What follows belongs to an exercise in optimizing a design on an open flow for small area; a production flow would make more cautious choices. The RTL was checked by simulation tests, not by an equivalence proof against the original design. Power figures rest on the tool's default switching activity, not on a simulated workload.

Design ck16_decode, start of the top module:
module ck16_decode (
    input  wire        clk,
    input  wire        rst,
    input  wire        start,
    input  wire [10:0] win_len,
    input  wire        csum_strict,
    input  wire        end_check,
    output reg         busy,
    output reg         done,
    output wire        mem_rd_en,
    output wire [9:0]  mem_rd_addr,
    input  wire [7:0]  mem_rd_data,
    output reg  [3:0]  result,
    output wire        valid,
    output reg  [7:0]  flags,    
    output wire [7:0]  rec_ncells,
    output reg  [15:0] rec_vmin,
    output reg  [15:0] rec_vmax,
    output wire [15:0] rec_vdelta,
    output wire [31:0] rec_tmos,
    output wire [31:0] rec_tp1,
    output wire [31:0] rec_tp2,
    output reg  [15:0] rec_vpack,
    output wire [31:0] rec_ipack,
    output reg  [7:0]  rec_soc,
    output reg  [5:0]  rec_fixvalid,
    output wire [7:0]  rec_nextra,
    output wire [16:0] rec_cellhdr,
    output wire [16:0] fr_len,
    output wire [31:0] fr_csum,
    output wire [15:0] fr_pend,
    output wire [15:0] fr_xoff,
    output wire [15:0] fr_eoff,
    input  wire [4:0]  cell_sel,
    output wire [23:0] cell_word,
    input  wire [3:0]  xe_sel,
    output wire [31:0] xe_hdr,
    output wire [31:0] xe_value
);
Settings: LEC_CHECK=0, CAP_MARGIN=0, CORE_MARGIN=2, CORE_UTILIZATION=55, PLACE_DENSITY=0.7, SLEW_MARGIN=0; clock period 10.0 ns.
standard.sh (not shown) runs the stock make flow with config.mk's settings and CLKGATE_MAP_FILE= SYNTH_SCRIPT=/design/flow/synth_recipe.tcl, a recipe that flattens the netlist after the stock synthesis.
==> flow/flow/run.sh <==
#!/bin/bash
# Standard ORFS layout with two changes: the port buffers are the smallest
# buffer (buf_1), and CTS uses the given clock buffers and sink clusters
# without dummy balancing loads. Full tool output goes to flow_make.log
# here; ORFS's per-step logs stay under orfs/logs.
set -euo pipefail
bash standard.sh \
  "BUFFER_PORTS_ARGS=-buffer_cell sky130_fd_sc_hd__buf_1" \
  "CTS_ARGS=-sink_clustering_enable -repair_clock_nets -dont_use_dummy_load -buf_list {sky130_fd_sc_hd__clkbuf_8} -sink_clustering_size 20 -sink_clustering_max_diameter 60" \
  finish > flow_make.log 2>&1
==> next run, changes <==
- CAP_MARGIN: 0 -> 5
- CORE_UTILIZATION: 55 -> 65
- PLACE_DENSITY: 0.7 -> 0.75
- SLEW_MARGIN: 0 -> 5
=> The changed run passed the timing, design-rule and antenna checks. Sequential share of layout area goes up by 0.39 points. Routed wire length fell by 2.3%. Non-clock buffer count came out higher by 4. Utilization grows by 11 points. Combinational power stays flat. Area after synthesis stays the same. First-iteration DRC count increases by 13%. Total power drops by 0.63%. Maximum frequency came out lower by 0.51%. Via count is higher by 1.6%.
==> next run, changes <==
--- a/flow/flow/run.sh
+++ b/flow/flow/run.sh
@@ -9 +9 @@
-  "CTS_ARGS=-sink_clustering_enable -repair_clock_nets -dont_use_dummy_load -buf_list {sky130_fd_sc_hd__clkbuf_8} -sink_clustering_size 20 -sink_clustering_max_diameter 60" \
+  "CTS_ARGS=-sink_clustering_enable -repair_clock_nets -dont_use_dummy_load -buf_list {sky130_fd_sc_hd__clkbuf_16} -sink_clustering_size 30 -sink_clustering_max_diameter 80" \
- CAP_MARGIN: 5 -> 20
- SLEW_MARGIN: 5 -> 20
Clock-buffer cell count shrinks by 33.
Worst setup slack loses 5.6 ps.
Utilization goes up by 0.25 points.
Cell area went up by 0.36%.
Wire length is lower by 0.33%.
Combinational power is about the same.
==> next run, changes <==
- CAP_MARGIN: 20 -> 5
- SLEW_MARGIN: 20 -> 5
Die area is unchanged.
Sequential cell count is unchanged.
Maximum frequency barely changes.
Total power barely changes.
Core utilization is about the same.

========
## v6
Another version of the RTL of ck16_decode (not shown whole).
Size: ~3800 cells after synthesis, ~1300 flip-flops, about 480 I/O pins.
export LEC_CHECK = 0
export CAP_MARGIN = 5
export CORE_MARGIN = 2
export CORE_UTILIZATION = 65
export PLACE_DENSITY = 0.75
export SLEW_MARGIN = 5
create_clock -name core_clock -period 10.0 [get_ports {clk}]
==> flow/flow/run.sh <==
#!/bin/bash
# Standard ORFS layout with two changes: the port buffers are the smallest
# buffer (buf_1), and CTS uses the given clock buffers and sink clusters
# without dummy balancing loads. Full tool output goes to flow_make.log
# here; ORFS's per-step logs stay under orfs/logs.
set -euo pipefail
bash standard.sh \
  "BUFFER_PORTS_ARGS=-buffer_cell sky130_fd_sc_hd__buf_1" \
  "CTS_ARGS=-sink_clustering_enable -repair_clock_nets -dont_use_dummy_load -buf_list {sky130_fd_sc_hd__clkbuf_8} -sink_clustering_size 18 -sink_clustering_max_diameter 52" \
  finish > flow_make.log 2>&1
v6 finished all stages; the layout is clean.
The following lists how v7 was set up differently from v6:
-- flow/flow/run.sh --
<<< v6, line 9
  "CTS_ARGS=-sink_clustering_enable -repair_clock_nets -dont_use_dummy_load -buf_list {sky130_fd_sc_hd__clkbuf_8} -sink_clustering_size 18 -sink_clustering_max_diameter 52" \
>>> v7, line 9
  "CTS_ARGS=-sink_clustering_enable -repair_clock_nets -dont_use_dummy_load -buf_list {sky130_fd_sc_hd__clkbuf_16} -sink_clustering_size 30 -sink_clustering_max_diameter 80" \
Results
- Looking at the reports, v6 completed the entire flow and the layout it produced met the timing, design-rule and antenna checks.
- v7: full flow OK, the timing, design-rule and antenna checks passed
- Synthesis-to-layout area growth, v7 and v6: smaller value in v7
- Between v6 and v7, the cell area does not differ in any meaningful way.
- Part of the total power dissipated in the clock network of v7 is on par with v6.
- Wire length delta (v6 -> v7): insignificant
- v7 -> v6: non-clock buffer count delta 0, exact match

## re-timing with driven ports
No port has a modelled driver above. Below, the same layouts with a new extraction and two added sets of constraints. Step 1 assumes that a clkbuf_16 drives the clock port and a buf_2 every other input. Step 2 also shifts input and output timing later by t, the mid clock arrival at the registers, as if the neighbouring blocks saw the same clock. Three values: ideal ports, drivers, drivers and shift; two values: the first two.
run | shift t [ns] | setup slack, ns | hold slack, ns
the first run of note 1 | 0.792 | 0.596 / 0.570 / 0.573 | 0.284 / 0.284 / 0.284
the second run of note 1 | 0.762 | 0.548 / 0.526 / 0.526 | 0.288 / 0.288 / 0.288
the third run of note 1 | 0.685 | 0.542 / 0.520 / 0.520 | 0.319 / 0.319 / 0.319
the fourth run of note 1 | 0.684 | 0.531 / 0.509 / 0.509 | 0.320 / 0.320 / 0.320
v6 | 0.783 | 0.658 / 0.599 / 0.634 | 0.310 / 0.310 / 0.310
v7 | 0.697 | 0.357 / 0.333 / 0.333 | 0.314 / 0.314 / 0.314
After both steps setup and hold are still met in every run listed.
